What follows belongs to an exercise in optimizing a design on an open flow for small area and a short achievable clock period; a production flow would make more cautious choices. RTL that was checked went through simulation tests only; none was proved equivalent to the original. Power is estimated from default activity; no workload was simulated.

==> flow/design.v (excerpt) <==
module intron_rx_framer (
    input  wire         clk,
    input  wire         rst,             
    input  wire         soft_reset,      
    input  wire [47:0]  intron_sess,     
    input  wire         rx_valid,
    input  wire [7:0]   rx_data,
    input  wire         alloc_ok,        
    input  wire         cas_valid,
    input  wire [3:0]   cas_old,
    input  wire [3:0]   cas_new,
    input  wire         activity_clr,    
    input  wire         query_valid,     
    input  wire [7:0]   query_idx,
    input  wire         ap_take,         
    output reg  [3:0]   mode,
    output reg          cas_ok,
    output reg          associated,
    output reg          activity,
    output reg          mac_valid,
    output reg  [47:0]  mac,
    output reg  [7:0]   ap_count,
    output reg          ap_valid,
    output reg  [7:0]   ap_index,
    output reg  [127:0] ap_info,
    output reg          pkt_start,
    output wire [15:0]  pkt_len,
    output reg          pkt_wr,
    output wire [7:0]   pkt_data,
    output reg          pkt_end,
    output reg          pkt_good,
    output reg          evt_valid,
    output reg  [2:0]   evt_code,
    output wire [7:0]   evt_type,
    output wire [15:0]  evt_size
);
Settings: LEC_CHECK=0, ABC_AREA=1, CAP_MARGIN=20, CORE_MARGIN=2, CORE_UTILIZATION=50, CTS_BUF_LIST=sky130_fd_sc_hd__clkbuf_16, CTS_CLUSTER_DIAMETER=100, CTS_CLUSTER_SIZE=30, PLACE_DENSITY=0.65, SETUP_SLACK_MARGIN=5, SLEW_MARGIN=20, SYNTH_HIERARCHICAL=1, SYNTH_MINIMUM_KEEP_SIZE=0; clock period 8.0 ns.
standard.sh (not shown) runs the stock make flow with config.mk's settings and CLKGATE_MAP_FILE= SYNTH_SCRIPT=/design/flow/synth_recipe.tcl, a recipe that flattens the netlist after the stock synthesis.
==> flow/flow/run.sh <==
#!/bin/bash
# Standard layout, with the smallest buffer on every port.
set -euo pipefail
bash standard.sh "BUFFER_PORTS_ARGS=-buffer_cell sky130_fd_sc_hd__buf_1" finish > standard.log 2>&1
Change:
--- a/flow/design.v
+++ b/flow/design.v
@@ -75,14 +75,15 @@
     assign evt_type = rtype;
     assign pkt_data = fbuf[7:0];
     wire        seek, hdr, hend, hp_crc_ok, hp0, hp1, hp_size, hp_sig;
     wire [7:0]  ipos1h;
     wire [3:0]  pos_inc;
     wire        size_zero, plast;
     wire [7:0]  cmp_byte;
+    wire [23:0] ck_tab;
     wire        e_fill, e_mac, e_dev, e_cnt, e_link_pkt, e_link_ka;
     wire        e_chk_pay, e_chk_ka, e_oos, e_evt_hdr;
     wire [2:0]  e_code;
     wire        e_pstart, e_strm, e_fix_next, e_pay_next;
     wire        m_is1, m_is23, v_nz;
     wire [3:0]  m_dev;
     rxf_early u_early (
@@ -90,15 +91,15 @@
         .crc(crc), .rcrc(rcrc), .rtype(rtype), .rvar(rvar),
         .lq_valid(lq_valid), .lq_idx(lq_idx), .mode(mode),
         .seek(seek), .hdr(hdr), .hend(hend), .hp_crc_ok(hp_crc_ok),
         .hp0(hp0), .hp1(hp1), .hp_size(hp_size), .hp_sig(hp_sig),
         .ipos1h(ipos1h), .pos_inc(pos_inc),
         .size_zero(size_zero), .plast(plast),
         .ka_flag(ka_flag),
-        .cmp_byte(cmp_byte),
+        .cmp_byte(cmp_byte), .ck_tab(ck_tab),
         .e_fill(e_fill), .e_mac(e_mac), .e_dev(e_dev), .e_cnt(e_cnt),
         .e_link_pkt(e_link_pkt), .e_link_ka(e_link_ka),
         .e_chk_pay(e_chk_pay), .e_chk_ka(e_chk_ka), .e_oos(e_oos),
         .e_evt_hdr(e_evt_hdr), .e_code(e_code),
         .e_pstart(e_pstart), .e_strm(e_strm),
         .e_fix_next(e_fix_next), .e_pay_next(e_pay_next),
         .m_is1(m_is1), .m_is23(m_is23), .v_nz(v_nz), .m_dev(m_dev)
@@ -194,16 +195,14 @@
     end
     always @(posedge clk) begin
         if (rx_valid & hend) begin
             fixd <= e_fix_next;
             strm <= e_strm & alloc_ok;
         end
     end
-    wire [31:0] tab_i  = rxf_tab(rcrc[31:24]);
-    wire [23:0] ck_tab = tab_i[23:0];
     always @(posedge clk) begin
         if (rx_valid) begin
             if (hp0)    rtype <= rx_data;
             if (hp1)    rvar  <= rx_data;
             if (hp_sig) begin
                 case (pos[1:0])
                     2'd0: rcrc[31:24] <= tinv(~rx_data);
@@ -294,14 +293,15 @@
     output wire        hp_size,      
     output wire        hp_sig,       
     output wire [7:0]  ipos1h,       
     output wire [3:0]  pos_inc,
     output wire        size_zero,
     output wire        plast,        
     output wire [7:0]  cmp_byte,     
+    output wire [23:0] ck_tab,       
     output wire        e_fill,       
     output wire        e_mac,        
     output wire        e_dev,        
     output wire        e_cnt,        
     output wire        e_link_pkt,   
     output wire        e_link_ka,    
     output wire        e_chk_pay,    
@@ -351,14 +351,16 @@
         integer k;
         begin
             rxf_tab = {24'd0, i};
             for (k = 0; k < 8; k = k + 1)
                 rxf_tab = rxf_tab[0] ? ((rxf_tab >> 1) ^ 32'hEDB88320) : (rxf_tab >> 1);
         end
     endfunction
+    wire [31:0] tab_i = rxf_tab(rcrc[31:24]);
+    assign ck_tab = tab_i[23:0];
     wire ck_rest = (crc[31:8] == rcrc[23:0]);
     reg [7:0] ka_byte;
     always @* begin
         case (pos[1:0])
             2'd0: ka_byte = ~crc[31:24];
             2'd1: ka_byte = ~crc[23:16];
             2'd2: ka_byte = ~crc[15:8];
Outcome:
- cell count grows by about 1.4%
- non-clock buffer count increases by 9
- core utilization increases by 0.31 points
- total power barely changes
- register-to-register slack gets better by 0.04 ns
- worst hold slack is about the same
No functional check of the RTL was part of the first run of this note.

========
intron_rx_framer, a different RTL version from the one above (not shown whole).
Size in the first run: roughly 1700 cells after synthesis, about 340 I/O pins.
## intron_rx_framer
module intron_rx_framer (
    input  wire         clk,
    input  wire         rst,             
    input  wire         soft_reset,      
    input  wire [47:0]  intron_sess,     
    input  wire         rx_valid,
    input  wire [7:0]   rx_data,
    input  wire         alloc_ok,        
    input  wire         cas_valid,
    input  wire [3:0]   cas_old,
    input  wire [3:0]   cas_new,
    input  wire         activity_clr,    
    input  wire         query_valid,     
    input  wire [7:0]   query_idx,
    input  wire         ap_take,         
    output reg  [3:0]   mode,
    output reg          cas_ok,
    output reg          associated,
    output reg          activity,
    output reg          mac_valid,
    output reg  [47:0]  mac,
    output reg  [7:0]   ap_count,
    output reg          ap_valid,
    output reg  [7:0]   ap_index,
    output reg  [127:0] ap_info,
    output reg          pkt_start,
    output wire [15:0]  pkt_len,
    output reg          pkt_wr,
    output wire [7:0]   pkt_data,
    output reg          pkt_end,
    output reg          pkt_good,
    output reg          evt_valid,
    output reg  [2:0]   evt_code,
    output wire [7:0]   evt_type,
    output wire [15:0]  evt_size
);
Settings: LEC_CHECK=0, ABC_AREA=1, CAP_MARGIN=20, CORE_MARGIN=2, CORE_UTILIZATION=50, CTS_BUF_LIST=sky130_fd_sc_hd__clkbuf_16, CTS_CLUSTER_DIAMETER=100, CTS_CLUSTER_SIZE=30, PLACE_DENSITY=0.65, SETUP_SLACK_MARGIN=5, SLEW_MARGIN=20, SYNTH_HIERARCHICAL=1, SYNTH_MINIMUM_KEEP_SIZE=0; clock period 8.0 ns.
Scripts as last shown in full above: flow/flow/run.sh
Next try:
--- a/flow/design.v
+++ b/flow/design.v
@@ -53,13 +53,12 @@
     localparam [7:0]  INTRON0 = 8'h55;
     localparam [7:0]  INTRON1 = 8'h4E;
     localparam [3:0] M_WAIT_INIT      = 4'd1;
     localparam [3:0] M_NEED_AP        = 4'd2;
     localparam [3:0] M_CONNECTING_AP  = 4'd3;
     localparam [3:0] M_RUNNING        = 4'd4;
-    localparam [31:0] CRC_55 = 32'h36FCB509;
     reg  [3:0]   pos;        
     reg          pay;        
     reg          fixd;       
     reg          strm;       
     reg  [15:0]  cnt;        
     reg  [31:0]  crc;
@@ -77,12 +76,13 @@
     wire        seek, hdr, hend, hp_crc_ok, hp0, hp1, hp_size, hp_sig;
     wire [7:0]  ipos1h;
     wire [3:0]  pos_inc;
     wire [15:0] sk0s, sk1s, cnt_dec;
     wire        size_zero, plast;
     wire [7:0]  cmp_byte;
+    wire [31:0] crc_in;
     wire [23:0] ck_tab;
     wire        e_fill, e_mac, e_dev, e_cnt, e_link_pkt, e_link_ka;
     wire        e_chk_pay, e_chk_ka, e_oos, e_evt_hdr;
     wire [2:0]  e_code;
     wire        e_pstart, e_strm, e_fix_next, e_pay_next;
     wire        m_is1, m_is23, v_nz;
@@ -94,35 +94,35 @@
         .seek(seek), .hdr(hdr), .hend(hend), .hp_crc_ok(hp_crc_ok),
         .hp0(hp0), .hp1(hp1), .hp_size(hp_size), .hp_sig(hp_sig),
         .ipos1h(ipos1h), .pos_inc(pos_inc),
         .sk0s(sk0s), .sk1s(sk1s), .cnt_dec(cnt_dec),
         .size_zero(size_zero), .plast(plast),
         .ka_flag(ka_flag),
-        .cmp_byte(cmp_byte), .ck_tab(ck_tab),
+        .cmp_byte(cmp_byte), .crc_in(crc_in), .ck_tab(ck_tab),
         .e_fill(e_fill), .e_mac(e_mac), .e_dev(e_dev), .e_cnt(e_cnt),
         .e_link_pkt(e_link_pkt), .e_link_ka(e_link_ka),
         .e_chk_pay(e_chk_pay), .e_chk_ka(e_chk_ka), .e_oos(e_oos),
         .e_evt_hdr(e_evt_hdr), .e_code(e_code),
         .e_pstart(e_pstart), .e_strm(e_strm),
         .e_fix_next(e_fix_next), .e_pay_next(e_pay_next),
         .m_is1(m_is1), .m_is23(m_is23), .v_nz(v_nz), .m_dev(m_dev)
     );
     wire take = rx_valid & ~soft_reset;
-    wire [63:0] intron_all = {intron_sess, INTRON1, INTRON0};
-    reg  [7:0]  iexp;
-    integer k;
-    always @* begin
-        iexp = 8'd0;
-        for (k = 0; k < 8; k = k + 1)
-            iexp = iexp | ({8{ipos1h[k]}} & intron_all[8*k +: 8]);
-    end
-    wire hit  = (rx_data == iexp);
-    wire is55 = (rx_data == INTRON0);
-    wire hit1 = hit & ~ipos1h[0];                
+    wire [7:0] eq_sess;
+    assign eq_sess[0] = (rx_data == INTRON0);
+    assign eq_sess[1] = (rx_data == INTRON1);
+    assign eq_sess[2] = (rx_data == intron_sess[7:0]);
+    assign eq_sess[3] = (rx_data == intron_sess[15:8]);
+    assign eq_sess[4] = (rx_data == intron_sess[23:16]);
+    assign eq_sess[5] = (rx_data == intron_sess[31:24]);
+    assign eq_sess[6] = (rx_data == intron_sess[39:32]);
+    assign eq_sess[7] = (rx_data == intron_sess[47:40]);
+    wire hit  = |(eq_sess & ipos1h);
+    wire is55 = eq_sess[0];
     wire byte_ok  = (rx_data == cmp_byte);
-    wire [31:0] crc_step = {8'd0, crc[31:8]} ^ rxf_tab(crc[7:0] ^ rx_data);
+    wire [31:0] crc_step = {8'd0, crc_in[31:8]} ^ rxf_tab(crc_in[7:0] ^ rx_data);
     function [7:0] tinv;
         input [7:0] a;
         begin
             tinv[0] = a[0] ^ a[1] ^ a[3] ^ a[5] ^ a[7];
             tinv[1] = a[1] ^ a[2] ^ a[4] ^ a[6];
             tinv[2] = a[2] ^ a[3] ^ a[5] ^ a[7];
@@ -202,15 +202,13 @@
                     2'd1: rcrc[23:16] <= ~rx_data ^ ck_tab[23:16];
                     2'd2: rcrc[15:8]  <= ~rx_data ^ ck_tab[15:8];
                     default: rcrc[7:0] <= ~rx_data ^ ck_tab[7:0];
                 endcase
                 ka_flag <= byte_ok & (ka_flag | (pos[1:0] == 2'd0));
             end
-            if (seek)
-                crc <= hit1 ? crc_step : CRC_55;
-            else if (hp_crc_ok)
+            if (seek | hp_crc_ok)
                 crc <= crc_step;
         end
     end
     always @(posedge clk) begin
         if (rx_valid)
             fbuf <= {fbuf[111:0], rx_data};
@@ -290,12 +288,13 @@
     output wire [15:0] sk0s,         
     output wire [15:0] sk1s,         
     output wire [15:0] cnt_dec,
     output wire        size_zero,
     output wire        plast,        
     output wire [7:0]  cmp_byte,     
+    output wire [31:0] crc_in,       
     output wire [23:0] ck_tab,       
     output wire        e_fill,       
     output wire        e_mac,        
     output wire        e_dev,        
     output wire        e_cnt,        
     output wire        e_link_pkt,   
@@ -360,12 +359,14 @@
                 rxf_tab = rxf_tab[0] ? ((rxf_tab >> 1) ^ 32'hEDB88320) : (rxf_tab >> 1);
         end
     endfunction
     wire [31:0] tab_i = rxf_tab(rcrc[31:24]);
     assign ck_tab = tab_i[23:0];
     wire ck_rest = (crc[31:8] == rcrc[23:0]);
+    localparam [31:0] CRC_55 = 32'h36FCB509;
+    assign crc_in = (seek & (pos[2:1] == 2'b00)) ? (pos[0] ? CRC_55 : 32'hFFFFFFFF) : crc;
     reg [7:0] ka_byte;
     always @* begin
         case (pos[1:0])
             2'd0: ka_byte = ~crc[31:24];
             2'd1: ka_byte = ~crc[23:16];
             2'd2: ka_byte = ~crc[15:8];
=>
- The changed run ran to the end with no violations
- cell count climbs by 2.4%
- wire length increases by 12%
- die area grows by 2.2%
- total power goes up by 5.4%
- sequential share of layout area went down by 2.1 points
- flip-flop and latch count does not change
- via count climbs by 5.6%
Function not checked in the second run of this note: the RTL went through the layout flow alone.

## afterwards: timing with drivers on the ports
No port has a modelled driver above. Below, the same layouts with a new extraction and two added sets of constraints.
Step 1: set_driving_cell puts a clkbuf_16 on clk and a buf_2 on each other input, an assumption about the parent block.
Step 2 times the ports against the registers' clock, not the clock port: input delays grow and output delays shrink by t, the midpoint of the rising clock arrivals with the driver on.
a / b / c = no drivers / after step 1 / after step 2; a / b = the first two.
run | t (ns) | slack for setup (ns) | worst hold slack (ns) | worst setup path at the end | worst register clock-pin slew, ns
the first run of note 1 | 0.587 | 5.004 / 5.016 / 4.444 | 0.428 / 0.428 / 0.428 | input to register | 0.12 / 0.12
the second run of note 1 | 0.591 | 5.029 / 4.971 / 4.495 | 0.430 / 0.430 / 0.430 | input to register | 0.11 / 0.11
the first run of note 2 | 0.583 | 5.041 / 5.003 / 4.476 | 0.430 / 0.430 / 0.430 | input to register | 0.12 / 0.12
the second run of note 2 | 0.588 | 4.999 / 5.009 / 4.421 | 0.432 / 0.432 / 0.432 | input to register | 0.11 / 0.11
After both steps every run listed still meets setup and hold. The setup slack of the second run of note 2, which loses most, moves by +0.010 ns with the drivers and by -0.578 ns with both steps.
